This is an optimization exercise on Yosys and OpenROAD, whose aim is small area, a short achievable clock period and few clock cycles per item, not a production implementation.
The RTL was checked by simulation tests, not by an equivalence proof against the original design.
Power figures rest on the tool's default switching activity, not on a simulated workload.

==> flow/design.v <==
module vrtb_ts (
    input  wire        clk,
    input  wire        rst,
    input  wire        start,
    input  wire        next,
    input  wire [95:0] t0,
    input  wire [63:0] k0,
    input  wire [31:0] blk_size,
    input  wire [31:0] rate,
    output wire        ready,
    output reg         ts_valid,
    output wire [31:0] ts_sec,
    output wire [39:0] ts_frac,
    output wire        ts_err
);
    localparam [39:0] PS = 40'd1000000000000;
    localparam [2:0] S_IDLE = 3'd0,
                     S_LD   = 3'd1,    
                     S_PS   = 3'd2,    
                     S_BZ   = 3'd3,    
                     S_HDBL = 3'd4,    
                     S_HADD = 3'd5,    
                     S_T0   = 3'd6;    
    localparam [2:0] OP_NOP  = 3'd0,
                     OP_DBL  = 3'd1,   
                     OP_ADD  = 3'd2,   
                     OP_ADDT = 3'd3,   
                     OP_LDT  = 3'd4,   
                     OP_ZERO = 3'd5,   
                     OP_INIT = 3'd6;   
    reg [2:0]  state;
    reg        phase;      
    reg [5:0]  cnt;        
    reg        first;      
    reg        kz;         
    reg [5:0]  tcnt;       
    reg [31:0] x_sec;
    reg        x_ovf;
    reg [39:0] x_frac;
    reg [31:0] x_rem;
    reg [31:0] y_sec;
    reg [39:0] y_frac;
    reg [31:0] y_rem;
    reg [31:0] r_r;
    reg [31:0] b_r;
    reg [63:0] idx;
    reg [31:0] t_sec;
    reg        t_ovf;
    reg        t_hi;       
    reg [39:0] t_frac;
    reg [2:0]  op_b;
    reg        cpy_b;
    reg        nx_b;
    reg        cr_b;
    assign ready   = (state == S_IDLE);
    assign ts_sec  = x_sec;
    assign ts_frac = x_frac;
    assign ts_err  = x_ovf;
    function [5:0] msb32(input [31:0] v);
        integer i;
        begin
            msb32 = 6'd0;
            for (i = 0; i < 32; i = i + 1)
                if (v[i]) msb32 = i[5:0];
        end
    endfunction
    function [5:0] msb64(input [63:0] v);
        integer i;
        begin
            msb64 = 6'd0;
            for (i = 0; i < 64; i = i + 1)
                if (v[i]) msb64 = i[5:0];
        end
    endfunction
    reg [2:0] op_a;
    reg       cpy_a;
    reg       nx_a;
    reg       cin;
    wire       bzero  = (b_r == 32'd0);
    wire [5:0] bmsb   = msb32(b_r);
    wire       kzero  = (idx == 64'd0);
    wire [5:0] kmsb   = msb64(idx);
    wire       wrap   = (idx == {64{1'b1}});
    wire [63:0] hv    = phase ? idx : {32'd0, b_r};
    wire       hbit   = hv[cnt];
    wire [5:0] rmsb   = msb32(r_r);
    wire [30:0] ps_hi = PS[39:9];
    wire [30:0] rem_i = ps_hi >> (5'd31 - rmsb[4:0]);
    always @(*) begin
        op_a  = OP_NOP;
        cpy_a = 1'b0;
        nx_a  = 1'b0;
        cin   = 1'b0;
        case (state)
            S_IDLE: if (next) begin
                nx_a = 1'b1;
                if (!first)
                    op_a = wrap ? OP_LDT : OP_ADD;
            end
            S_LD:   op_a = OP_INIT;
            S_PS: begin
                op_a  = OP_DBL;
                cin   = PS[cnt];
                cpy_a = (cnt == 6'd0);
            end
            S_BZ: begin
                op_a  = OP_ZERO;
                cpy_a = 1'b1;
            end
            S_HDBL: begin
                op_a  = OP_DBL;
                cpy_a = !phase && !hbit && cnt == 6'd0;
            end
            S_HADD: begin
                op_a  = OP_ADD;
                cpy_a = !phase && cnt == 6'd0;
            end
            S_T0:   if (tcnt == 6'd0) op_a = kz ? OP_LDT : OP_ADDT;
            default: ;
        endcase
    end
    wire        a_keep = (op_a == OP_DBL || op_a == OP_ADD || op_a == OP_ADDT);
    wire [31:0] ra     = a_keep ? x_rem : 32'd0;
    wire [31:0] rb     = (op_a == OP_DBL)  ? x_rem :
                         (op_a == OP_ADD)  ? y_rem :
                         (op_a == OP_INIT) ? {1'b0, rem_i} : 32'd0;
    wire [32:0] rs     = {1'b0, ra} + {1'b0, rb} + {32'd0, cin};
    wire [33:0] rc0    = {2'b00, ra};
    wire [33:0] rc1    = {2'b00, rb};
    wire [33:0] rc2    = {2'b11, ~r_r};
    wire [33:0] rps    = rc0 ^ rc1 ^ rc2;
    wire [33:0] rpc    = {(rc0[32:0] & rc1[32:0]) | (rc0[32:0] & rc2[32:0]) | (rc1[32:0] & rc2[32:0]), cin};
    wire [33:0] rd     = rps + rpc + 34'd1;
    wire        cr     = !rd[33];
    wire [31:0] rem_n  = cr ? rd[31:0] : rs[31:0];
    wire        b_keep = (op_b == OP_DBL || op_b == OP_ADD || op_b == OP_ADDT);
    wire [39:0] fa     = b_keep ? x_frac : 40'd0;
    wire [31:0] sa     = b_keep ? x_sec  : 32'd0;
    wire        oa     = b_keep ? x_ovf  : 1'b0;
    wire [39:0] fb     = (op_b == OP_DBL) ? x_frac :
                         (op_b == OP_ADD) ? y_frac :
                         (op_b == OP_ADDT || op_b == OP_LDT) ? t_frac : 40'd0;
    wire [31:0] sb     = (op_b == OP_DBL) ? x_sec :
                         (op_b == OP_ADD) ? y_sec :
                         (op_b == OP_ADDT || op_b == OP_LDT) ? t_sec : 32'd0;
    wire        ob     = (op_b == OP_DBL) ? x_ovf :
                         (op_b == OP_ADDT || op_b == OP_LDT) ? t_ovf : 1'b0;
    wire [40:0] fs     = {1'b0, fa} + {1'b0, fb} + {40'd0, cr_b};
    wire [41:0] fc0    = {2'b00, fa};
    wire [41:0] fc1    = {2'b00, fb};
    wire [41:0] fc2    = {2'b11, ~PS};
    wire [41:0] fps    = fc0 ^ fc1 ^ fc2;
    wire [41:0] fpc    = {(fc0[40:0] & fc1[40:0]) | (fc0[40:0] & fc2[40:0]) | (fc1[40:0] & fc2[40:0]), cr_b};
    wire [41:0] fd     = fps + fpc + 42'd1;
    wire        cf     = !fd[41];
    wire [39:0] frac_n = cf ? fd[39:0] : fs[39:0];
    wire [32:0] ss0    = {1'b0, sa} + {1'b0, sb};
    wire [32:0] ss1    = {1'b0, sa} + {1'b0, sb} + 33'd1;
    wire [32:0] ss     = cf ? ss1 : ss0;
    wire [31:0] sec_n  = ss[31:0];
    wire        ovf_n  = oa | ob | ss[32];
    wire [40:0] td_s = {t_frac, t_sec[31]};
    wire [41:0] td_d = {1'b0, td_s} - {2'b0, PS};
    wire        td_q = !td_d[41];
    always @(posedge clk) begin
        if (op_a != OP_NOP) begin
            x_rem <= rem_n;
            if (cpy_a) y_rem <= rem_n;
        end
        cr_b  <= cr;
        op_b  <= op_a;
        cpy_b <= cpy_a;
        if (op_b != OP_NOP) begin
            x_frac <= frac_n;
            x_sec  <= sec_n;
            x_ovf  <= ovf_n;
            if (cpy_b) begin
                y_frac <= frac_n;
                y_sec  <= sec_n;
            end
        end
        if (tcnt != 6'd0) begin
            t_frac <= td_q ? td_d[39:0] : td_s[39:0];
            t_sec  <= {t_sec[30:0], td_q};
        end
        if (rst) begin
            state    <= S_IDLE;
            ts_valid <= 1'b0;
            nx_b     <= 1'b0;
            first    <= 1'b0;
            tcnt     <= 6'd0;
            op_b     <= OP_NOP;
        end else begin
            nx_b     <= nx_a;
            ts_valid <= nx_b;
            if (tcnt != 6'd0)
                tcnt <= tcnt - 6'd1;
            case (state)
                S_IDLE: begin
                    if (start) begin
                        r_r    <= rate;
                        b_r    <= blk_size;
                        idx    <= k0;
                        t_hi   <= (t0[95:72] != 24'd0);
                        t_frac <= t0[71:32];
                        t_sec  <= t0[31:0];
                        first  <= 1'b1;
                        state  <= S_LD;
                    end else if (next) begin
                        first <= 1'b0;
                        if (!first)
                            idx <= idx + 64'd1;
                    end
                end
                S_LD: begin
                    t_ovf <= t_hi || (t_frac >= PS);
                    tcnt  <= 6'd32;
                    cnt   <= 6'd39 - rmsb;
                    state <= S_PS;
                end
                S_PS: begin
                    cnt <= cnt - 6'd1;
                    if (cnt == 6'd0) begin
                        if (bzero) begin
                            state <= S_BZ;
                        end else if (bmsb != 6'd0) begin
                            cnt   <= bmsb - 6'd1;
                            phase <= 1'b0;
                            state <= S_HDBL;
                        end else begin
                            kz    <= kzero;
                            phase <= 1'b1;
                            cnt   <= kmsb - 6'd1;
                            state <= (kzero || kmsb == 6'd0) ? S_T0 : S_HDBL;
                        end
                    end
                end
                S_BZ: begin
                    kz    <= 1'b1;
                    state <= S_T0;
                end
                S_HDBL, S_HADD: begin
                    if (state == S_HDBL && hbit) begin
                        state <= S_HADD;
                    end else if (cnt != 6'd0) begin
                        cnt   <= cnt - 6'd1;
                        state <= S_HDBL;
                    end else if (!phase) begin
                        kz    <= kzero;
                        phase <= 1'b1;
                        cnt   <= kmsb - 6'd1;
                        state <= (kzero || kmsb == 6'd0) ? S_T0 : S_HDBL;
                    end else begin
                        kz    <= 1'b0;
                        state <= S_T0;
                    end
                end
                S_T0: begin
                    if (tcnt == 6'd0)
                        state <= S_IDLE;
                end
                default: state <= S_IDLE;
            endcase
        end
    end
endmodule
==> flow/run.sh <==
#!/bin/bash
# synth_recipe.tcl (not shown) runs the flow's synth.tcl, then flattens the netlist and writes it again
# the make line also repeats each setting of config.mk as NAME=value (left out here)
make -C /OpenROAD-flow-scripts/flow DESIGN_CONFIG=/design/flow/config.mk WORK_HOME=/design/flow/orfs CLKGATE_MAP_FILE= SYNTH_SCRIPT=/design/flow/synth_recipe.tcl finish
==> flow/config.mk <==
export PLATFORM = sky130hd
export DESIGN_NAME = vrtb_ts
export DESIGN_NICKNAME = vrtb_ts
export VERILOG_FILES = /design/flow/design.v
export SDC_FILE = /design/flow/constraint.sdc
export NUM_CORES = 4
export LEC_CHECK = 0
export CAP_MARGIN = 20
export CORE_MARGIN = 2
export CORE_UTILIZATION = 40
export SLEW_MARGIN = 20
==> flow/constraint.sdc <==
create_clock -name core_clock -period 8.0 [get_ports {clk}]
set_input_delay 1.6000 -clock core_clock [delete_from_list [all_inputs] [get_ports {clk}]]
set_output_delay 1.6000 -clock core_clock [all_outputs]
set_load 0.01 [all_outputs]
==> results.txt <==
registers in the layout (all words and copies together) (netlist names), 3 cells and up:
register,cells
t_frac,40
cnt,6
y_sec,32
x_sec,32
op_b,3
idx,64
r_r,32
x_frac,40
y_rem,32
x_rem,32
y_frac,40
state,3
t_sec,32
b_r,32
tcnt,6
per-layer routing:
layer	up-vias	routed length, um	global-route usage [%]
met1	14747	47200	31.6
met2	1000	52000	40.9
li1	14740	-	-
met4	0	3630	7.86
met5	-	0	0
met3	180	6990	3.87
kinds of logic after synthesis:
| family | Yosys count |
|---|---|
| adder cells (fa/ha/maj) | 273 |
| AO/OA/AOI/OAI | 1080 |
| flip-flops | 436 |
| buffers and inverters | 466 |
| multiplexers | 75 |
| AND/OR/NAND/NOR | 1359 |
| XOR/XNOR | 274 |
stage by stage:
step           std cells  worst slack (ns)  hold WS [ns]
6_report            5388             0.591         0.457
5_1_grt             5388            0.0259         0.480
4_1_cts             5385             0.346         0.459
3_5_place_dp        5286             0.304         0.450
3_3_place_gp        5286             0.402         0.434
2_1_floorplan       3963             0.894         0.414
cell type report:
| class | instances | area share (%) |
|---|---|---|
| multi-input combinational | 3061 | 50.9 |
| clock buffer | 73 | 3.70 |
| timing repair buffer | 363 | 8.60 |
| clock inverter | 26 | 0.845 |
| tap | 1155 | 3.54 |
| inverter | 274 | 2.52 |
| sequential | 436 | 29.9 |
worst reg2reg max path, delay by kind of cell (launching register included):
kind / cells / cell delay, ns
compound gates: 16 / 3.90
buf+inv: 6 / 0.88
fa+ha+maj: 3 / 1.02
flops: 1 / 0.46
simple gates: 7 / 0.90
layout by cell type (no fill, tap or decap), drive strengths merged, types with 12 or more instances in the layout:
master         count
a211oi            26
a21boi            12
a21o              76
a21oi            231
a221o             14
a22oi             81
a31oi             71
and2              88
and3              32
buf               62
clkbuf            73
clkdlybuf4s50    301
clkinv            12
dfxtp             89
edfxtp           347
fa                51
ha               222
inv              277
mux2i             36
mux4              31
nand2            495
nand2b            39
nand3             88
nand4             33
nor2             347
nor2b             36
nor3              73
nor4              46
o211ai            30
o21a              38
o21ai            306
o21bai            32
o31ai             32
or2               14
or3               28
xnor2            174
xor2             100
path summary, 6_finish.rpt:
check / end / slack [ns] / start / cells after the start
min: ts_valid$_SDFF_PP0_ / 0.46 / nx_b$_SDFF_PP0_ / 1
min reg2reg: ts_valid$_SDFF_PP0_ / 0.46 / nx_b$_SDFF_PP0_ / 1
max reg2reg: x_rem[16]$_DFFE_PN_ / 0.59 / r_r[7]$_DFFE_PP_ / 32
max: x_rem[16]$_DFFE_PN_ / 0.59 / r_r[7]$_DFFE_PP_ / 32
synth_stat cells (all sizes together) (37+ instances only):
| cell type | number | area share, % |
|---|---|---|
| fa | 51 | 2.9 |
| edfxtp | 347 | 30 |
| clkbuf | 155 | 1.7 |
| o21a | 38 | 0.82 |
| nor2 | 347 | 3.8 |
| nor3 | 73 | 1.1 |
| a31oi | 71 | 1.3 |
| nand2b | 39 | 0.70 |
| buf | 37 | 0.61 |
| nand2 | 495 | 5.4 |
| xor2 | 100 | 2.5 |
| a21oi | 231 | 3.4 |
| ha | 222 | 8.0 |
| nor4 | 46 | 0.89 |
| dfxtp | 89 | 5.1 |
| a22oi | 81 | 1.8 |
| o21ai | 306 | 4.4 |
| xnor2 | 174 | 4.4 |
| inv | 271 | 2.9 |
| nand3 | 88 | 1.3 |
| a21o | 76 | 1.6 |
| and2 | 88 | 1.6 |
power breakdown:
part           switching, mW  total [mW]  leakage (nW)  internal (mW)
registers              0.882        4.77          4.03           3.89
logic                   7.29        12.5          11.7           5.16
clock network           1.05        2.63         0.914           1.58
total                   9.22        19.9          16.6           10.6
timing repair:
action	in CTS	in global routing
endpoints found under the setup margin	0	56
resized for setup	0	1
hold endpoints to repair	0	0
buffers inserted	0	3
==> qor.csv <==
metric,value,unit
outcome,no timing/DRC/antenna violations,
synth_fp_nets,4464,
start_util,40.2,%
clock_skew,0.0257,ns
yosysUniqueCellTypes,100,
areaGrowthSynthToFinish,17.6,%
drive_gt1_share,5.88,%
synth_compound_area_share,20.1,%
synth_xor_area_share,6.91,%
synth_area,34700,sq um
hpwl,82000,um
io_buffers,302,
grt_pass1_vias,30192,
async_flop_share,0,%
p_total,19.9,mW
critPathArrivalTime,7.82,ns
cts_hold_buf,0,
htree_num_levels,2,
clk_pin_slew_worst_paths,0.06,ns
synthMuxAreaShare,3.33,%
syn_inst,3963,
synth_edf_count,347,
dieArea,89200,sq um
max_freq,135,MHz
ant_nets,0,
critical_path_required,8.41,ns
antenna_found_initial,1,
holdCritPathClass,reg2reg,
synth-seq-cells,436,
cp_num_buf_inv,6,
overflow,0,
fin_crit_sh,92.6,%
rows,108,
irDropWorstVdd,0.338,mV
post_drt_wl_per_cell,20.4,um
worstMarginPinSlew,1.12,ns
drt-initial-drc-count,2358,
seq_area_frac_synth,35.1,%
cts_tree,built,
endpoint_kind,flip-flop,
hold_viol,0,
criticalPathCategory,reg2reg,
design_area,40900,sq um
nets,4691,
p_per_area,486,nW/um^2
cts.sinks,436,
io_pins,303,
critPathSlowestCell,a2111oi_2,
diodes,0,
cts-buffers-inserted,54,
crit_fanout,14,
cts_root_buffer,clkbuf_16,
fillers,8356,
synth_top_family_by_area,compound AO/OA/AOI/OAI gates,
setup_viol,0,
fin_tns_setup,0,ns
cpMostUsedCell,o31ai_1,
slew_headroom,25.5,%
synth-simple-area-share,18.4,%
grt_pass1_wl,171000,um
rsz0062_at_grt,no,
grtUsageTotal,24.2,%
place_congestion,0.935,
vias_per_cell,5.69,
grt_max_degree,97,
path_delay_family,compound AO/OA/AOI/OAI gates,
insertion_delay,0.64,ns
die_w,299,um
min_period,7.41,ns
post_dp_cell_area,39000,sq um
drc,0,
utilization,47.3,%
multiInputGateArea,20800,sq um
core_area,86300,sq um
final-seq-area,12200,sq um
p_leak,16.6,nW
vias,30667,
synth_area_per_cell,8.77,sq um
synthAdderAreaFrac,10.9,%
start_kind,flip-flop,
max_cap_violations,0,
die_y,299,um
yosys_warnings,1,
cts_max_path_buffers,3,
max_stage_delay,0.51,ns
report.final.slew_viol_count,0,
wl,110000,um
firstDrtPassIters,7,
ys.flop_type,edfxtp_1,
Testbench counts, summed over its fixed seeds: cycles 3,935, items 1,152.

[what the ideal ports hide]
In the flow no input, the clock included, has a driving cell. The finished layout below was timed again as built, in two steps. Step 1 (the two cells are an assumption about what drives the block):
set clk [get_ports {clk}]
set_driving_cell -lib_cell sky130_fd_sc_hd__clkbuf_16 $clk
set_driving_cell -lib_cell sky130_fd_sc_hd__buf_2 [delete_from_list [all_inputs] $clk]
Step 2 also shifts input and output timing later by t, the mid clock arrival at the registers, as if the neighbouring blocks saw the same clock. a / b / c = no drivers / after step 1 / after step 2; a / b = the first two.
t, ns: 0.692
slack for setup (ns): 0.591 / 0.591 / 0.420
clock arrival spread, ns: 0.026 / 0.026
After both steps setup and hold are still met in this run. The setup slack of this run moves by 0.000 ns with the drivers and by -0.171 ns with both steps.
